What follows belongs to an exercise in optimizing a design on an open flow for small area and a short achievable clock period; a production flow would make more cautious choices.
The RTL was checked by simulation tests, not by an equivalence proof against the original design.

==> flow/design.v <==
module synth_osc (
    input  wire        clk,
    input  wire        rst,
    input  wire        kind_in,    
    input  wire [11:0] period_in,
    input  wire        use_beta,   
    input  wire        it2,        
    input  wire        it3,        
    input  wire        adv,        
    output wire [3:0]  digit,
    output wire        e
);
    reg [10:0] h;
    reg        kind;
    reg [10:0] beta;    
    reg [1:0]  a;
    reg [10:0] r;
    always @(posedge clk) begin
        h    <= period_in[11:1];
        kind <= kind_in;
    end
    wire z  = &beta;           
    wire hz = ~|h;             
    wire [15:0] nb = {5'b11111, ~beta};
    wire [3:0]  nbits = use_beta ? nb[15:12] : it2 ? nb[11:8] : it3 ? nb[7:4] : nb[3:0];
    function [11:0] dstep(input [10:0] rin, input nbit, input [10:0] hh);
        reg [11:0] t;
        reg [12:0] d;
        begin
            t = {rin, nbit};
            d = {1'b0, t} - {2'b0, hh};
            dstep = d[12] ? {1'b0, t[10:0]} : {1'b1, d[10:0]};
        end
    endfunction
    function [11:0] dstep_r(input [10:0] rin, input nbit, input [10:0] hh);
        reg [11:0] t;
        reg [11:0] d;
        reg        bw;
        integer    i;
        begin
            t  = {rin, nbit};
            bw = 1'b0;
            for (i = 0; i < 11; i = i + 1) begin
                d[i] = t[i] ^ hh[i] ^ bw;
                bw   = (~t[i] & hh[i]) | (~(t[i] ^ hh[i]) & bw);
            end
            bw = ~t[11] & bw;
            dstep_r = bw ? {1'b0, t[10:0]} : {1'b1, d[10:0]};
        end
    endfunction
    wire [10:0] r0 = use_beta ? beta : r;
    localparam [3:0] RM = 4'b0111;
    wire [11:0] s1 = RM[3] ? dstep_r(r0,       nbits[3], h) : dstep(r0,       nbits[3], h);
    wire [11:0] s2 = RM[2] ? dstep_r(s1[10:0], nbits[2], h) : dstep(s1[10:0], nbits[2], h);
    wire [11:0] s3 = RM[1] ? dstep_r(s2[10:0], nbits[1], h) : dstep(s2[10:0], nbits[1], h);
    wire [11:0] s4 = RM[0] ? dstep_r(s3[10:0], nbits[0], h) : dstep(s3[10:0], nbits[0], h);
    always @(posedge clk)
        r <= s4[10:0];
    wire a1 = (a == 2'd1);
    wire a2 = (a == 2'd2);
    wire en = kind & ~z;
    wire cm = kind ? (~a1 | z) : ((a1 & ~z) | a2);
    assign e = kind & ~(a1 & z);
    assign digit = {4{cm}} ^ ({s1[11], s2[11], s3[11], s4[11]} & {4{en}});
    reg [10:0] binc;
    reg [10:0] b2;
    reg        cy;
    integer    k;
    always @(*) begin
        cy = 1'b1;
        for (k = 0; k < 11; k = k + 1) begin
            binc[k] = beta[k] ^ cy;
            cy      = beta[k] & cy;
        end
        b2[0] = beta[0];
        cy = 1'b1;
        for (k = 1; k < 11; k = k + 1) begin
            b2[k] = beta[k] ^ cy;
            cy    = beta[k] & cy;
        end
    end
    wire last = (b2 == h);
    wire wrap = hz | last | a2;
    always @(posedge clk) begin
        if (rst) begin
            a    <= 2'd0;
            beta <= 11'h7ff;
        end else if (adv) begin
            beta <= wrap ? 11'h7ff : binc;
            if (wrap)
                a <= (hz | a2) ? 2'd0 : (a == 2'd0) ? 2'd1 : (period_in[0] ? 2'd2 : 2'd0);
        end
    end
endmodule
module voice_synth #(
    parameter NV = 4,     
    parameter W  = 16,    
    parameter P  = 8,     
    parameter PW = 12,    
    parameter DW = 16     
) (
    input  wire             clk,
    input  wire             rst,
    input  wire [DW-1:0]    cfg_divisor,
    input  wire [NV-1:0]    cfg_kind,
    input  wire [NV*PW-1:0] cfg_period,
    input  wire             tx_ready,
    output wire [P-1:0]     tx_data,
    output reg              tx_accept
);
    localparam [1:0] S_COMPUTE = 2'd0, S_WAITING = 2'd1, S_READY = 2'd2;
    localparam [1:0] M_COMPUTE = 2'd0, M_SENDACK = 2'd1, M_IDLE = 2'd2;
    reg  [1:0]  vstate;
    reg  [1:0]  mstate;
    reg         ack;
    reg  [15:0] div;
    reg  [7:0]  out_byte;
    reg         idle, it2, it3, it4, fin;
    reg  [17:0] acc;
    assign tx_data = out_byte;
    wire [15:0] digits;
    wire [3:0]  es;
    genvar g;
    generate
        for (g = 0; g < 4; g = g + 1) begin : voice
            synth_osc osc (
                .clk       (clk),
                .rst       (rst),
                .kind_in   (cfg_kind[g]),
                .period_in (cfg_period[g*12 +: 12]),
                .use_beta  (idle),
                .it2       (it2),
                .it3       (it3),
                .adv       (it4),
                .digit     (digits[g*4 +: 4]),
                .e         (es[g])
            );
        end
    endgenerate
    wire [4:0] early  = {2'b0, digits[3:1]} + {2'b0, digits[7:5]}
                      + {2'b0, digits[11:9]} + {2'b0, digits[15:13]};
    wire [6:0] dearly = {1'b0, early, 1'b0} - (it4 ? (es[0] + es[1] + es[2] + es[3]) : 3'd0);
    reg  [6:0] dreg;      
    reg  [3:0] dlate;     
    wire [6:0] dsum_r = dreg + (dlate[0] + dlate[1] + dlate[2] + dlate[3]);
    reg [17:0] step;
    reg        cy;
    integer    k;
    always @(*) begin
        step[3:0] = dsum_r[3:0];
        cy = 1'b0;
        for (k = 4; k < 18; k = k + 1) begin
            step[k] = acc[k-4] ^ dsum_r[k > 6 ? 6 : k] ^ cy;
            cy      = (acc[k-4] & dsum_r[k > 6 ? 6 : k]) | ((acc[k-4] ^ dsum_r[k > 6 ? 6 : k]) & cy);
        end
    end
    reg [9:0] acc0;
    reg [6:0] dreg0;
    always @(*) begin
        case (cfg_kind)
            4'b0000: begin acc0 = 10'd0;   dreg0 = 7'd0;  end
            4'b0001, 4'b0010, 4'b0100, 4'b1000:
                     begin acc0 = 10'd255; dreg0 = 7'd15; end
            4'b0111, 4'b1011, 4'b1101, 4'b1110:
                     begin acc0 = 10'd765; dreg0 = 7'd45; end
            4'b1111: begin acc0 = 10'd1020; dreg0 = 7'd60; end
            default: begin acc0 = 10'd510; dreg0 = 7'd30; end
        endcase
    end
    wire accept = (mstate == M_SENDACK) & tx_ready;
    always @(posedge clk) begin
        if (rst) begin
            idle <= 1'b0;
            it2  <= 1'b0;
            it3  <= 1'b0;
            it4  <= 1'b1;
            fin  <= 1'b0;
            acc   <= {8'd0, acc0};
            dreg  <= dreg0;
            dlate <= 4'd0;
        end else begin
            idle <= (idle & ~accept) | it4;
            it2  <= idle & accept;
            it3  <= it2;
            it4  <= it3;
            fin  <= it4;
            dreg  <= dearly;
            dlate <= {digits[0], digits[4], digits[8], digits[12]};
            if (it2)
                acc <= {11'd0, dsum_r};
            else if (it3 | it4 | fin)
                acc <= step;
        end
    end
    wire [7:0] sum_byte = fin ? step[17:10] : acc[17:10];
    reg [15:0] dinc;
    reg        dc;
    always @(*) begin
        dc = 1'b1;
        for (k = 0; k < 16; k = k + 1) begin
            dinc[k] = div[k] ^ dc;
            dc      = div[k] & dc;
        end
    end
    always @(posedge clk) begin
        if (rst) begin
            vstate    <= S_COMPUTE;
            mstate    <= M_COMPUTE;
            div       <= 16'd0;
            out_byte  <= 8'd0;
            ack       <= 1'b0;
            tx_accept <= 1'b0;
        end else begin
            div <= (dinc == cfg_divisor) ? 16'd0 : dinc;
            case (vstate)
                S_COMPUTE: vstate <= S_WAITING;
                S_WAITING: if (!ack) vstate <= S_READY;
                S_READY:   if (ack)  vstate <= S_COMPUTE;
                default:   vstate <= S_COMPUTE;
            endcase
            case (mstate)
                M_COMPUTE: if (vstate == S_READY) mstate <= M_SENDACK;
                M_SENDACK: begin
                    ack <= 1'b1;
                    if (tx_ready) begin
                        out_byte  <= sum_byte;
                        tx_accept <= 1'b1;
                        mstate    <= M_IDLE;
                    end
                end
                M_IDLE: begin
                    ack       <= 1'b0;
                    tx_accept <= 1'b0;
                    if (div == 16'd0)
                        mstate <= M_COMPUTE;
                end
                default: mstate <= M_COMPUTE;
            endcase
        end
    end
endmodule
Settings: LEC_CHECK=0, CAP_MARGIN=20, CORE_MARGIN=2, CORE_UTILIZATION=40, CTS_BUF_LIST=sky130_fd_sc_hd__clkbuf_8, SLEW_MARGIN=20; clock period 90.0 ns.
run.sh (not shown) runs the stock make flow with config.mk's settings and CLKGATE_MAP_FILE= SYNTH_SCRIPT=/design/flow/synth_recipe.tcl, a recipe that flattens the netlist after the stock synthesis.
Rerun with:
==> flow/flow/run.sh (new file) <==
#!/bin/bash
# The standard layout (the standard.sh, unchanged synthesis), with the
# port buffers made of sky130_fd_sc_hd__buf_1 instead of the default cell.
set -euo pipefail
bash standard.sh BUFFER_PORTS_ARGS="-buffer_cell sky130_fd_sc_hd__buf_1" finish > standard.log 2>&1
==> flow/standard.sh (new file) <==
#!/bin/bash
# synth_recipe.tcl (not shown) runs the flow's synth.tcl, then flattens the netlist and writes it again
# the make line also repeats each setting of config.mk as NAME=value (left out here)
make -C /OpenROAD-flow-scripts/flow DESIGN_CONFIG=/design/flow/config.mk WORK_HOME=/design/flow/orfs CLKGATE_MAP_FILE= SYNTH_SCRIPT=/design/flow/synth_recipe.tcl "${@:-finish}"
Settings changed: CTS_CLUSTER_DIAMETER from default to 50, CTS_CLUSTER_SIZE from default to 12.
removed: flow/run.sh
Result: Die area stays the same; core utilization drops by 1.3 points; worst setup slack gains 0.40 ns; global-route usage drops by 0.33 points.
Rerun with:
Settings changed: CORE_UTILIZATION 40 to 60, CTS_CLUSTER_DIAMETER 50 to 60, CTS_CLUSTER_SIZE 12 to 16.
Result: The new run finished clean. First-iteration DRC count is higher by 21%. Routed wire length falls by 2.4%. Worst setup slack improves by 0.0043 ns. Count of clock-buffer cells in the layout came out lower by 9. Maximum frequency stays flat. Via count is lower by 1.0%. Area after synthesis stays the same.
Rerun with:
Settings changed: CORE_UTILIZATION 60 to 40, CTS_BUF_LIST sky130_fd_sc_hd__clkbuf_8 to sky130_fd_sc_hd__clkbuf_4 sky130_fd_sc_hd__clkbuf_8, CTS_CLUSTER_DIAMETER 60 to default, CTS_CLUSTER_SIZE 16 to default.
The new run completed without violations.
Die area climbs by well over a third.
Routed wire length climbs by a few percent.
Rerun with:
Settings changed: CORE_UTILIZATION 40 to 70, CTS_BUF_LIST sky130_fd_sc_hd__clkbuf_4 sky130_fd_sc_hd__clkbuf_8 to sky130_fd_sc_hd__clkbuf_8, CTS_CLUSTER_DIAMETER from default to 60, CTS_CLUSTER_SIZE from default to 16, PLACE_DENSITY from default to 0.75.
The changed run finished clean; clock-buffer cell count is lower by 40; final cell count fell by 12%; setup slack improved by 0.0060 ns; design area went down by 3.8%; non-clock buffer count came out lower by 1.
Rerun with:
Settings changed: CORE_UTILIZATION 70 to 40, CTS_CLUSTER_DIAMETER 60 to 80, CTS_CLUSTER_SIZE 16 to 20, PLACE_DENSITY 0.75 to default.
Result:
- The changed run finished with timing, DRC and antenna clean
- hold slack improves by 0.0072 ns
- utilization goes down by 32 points

-- what the ideal ports hide --
How much do the figures lean on ideal ports? The routed layouts below were timed once more, with nothing changed but the port constraints. Step 1: set_driving_cell puts a clkbuf_16 on clk and a buf_2 on each other input, an assumption about the parent block. Step 2, shift: input delay + t, output delay - t, t = (earliest + latest rising clock arrival at the registers) / 2. This alone moves slack from input paths to output paths. Three values: ideal, step 1, step 2; two values: the first two.
| run | shift t [ns] | setup WS [ns] | worst hold slack (ns) | clock arrival spread, ns |
|---|---|---|---|---|
| the first run | 0.645 | 70.489 / 70.437 / 70.196 | 0.463 / 0.463 / 0.463 | 0.054 / 0.053 |
| the second run | 0.635 | 70.884 / 70.835 / 70.417 | 0.435 / 0.435 / 0.435 | 0.045 / 0.045 |
| the third run | 0.620 | 70.889 / 70.843 / 70.298 | 0.473 / 0.473 / 0.473 | 0.024 / 0.024 |
| the fourth run | 0.637 | 70.898 / 70.844 / 70.421 | 0.448 / 0.448 / 0.448 | 0.028 / 0.027 |
| the fifth run | 0.609 | 70.904 / 70.856 / 70.342 | 0.449 / 0.449 / 0.449 | 0.029 / 0.029 |
| the sixth run | 0.631 | 70.867 / 70.817 / 70.447 | 0.456 / 0.456 / 0.456 | 0.029 / 0.029 |
After both steps every run listed still meets setup and hold. For the third run, which loses most, drivers alone change the setup slack by -0.046 ns; drivers and shift together by -0.591 ns.
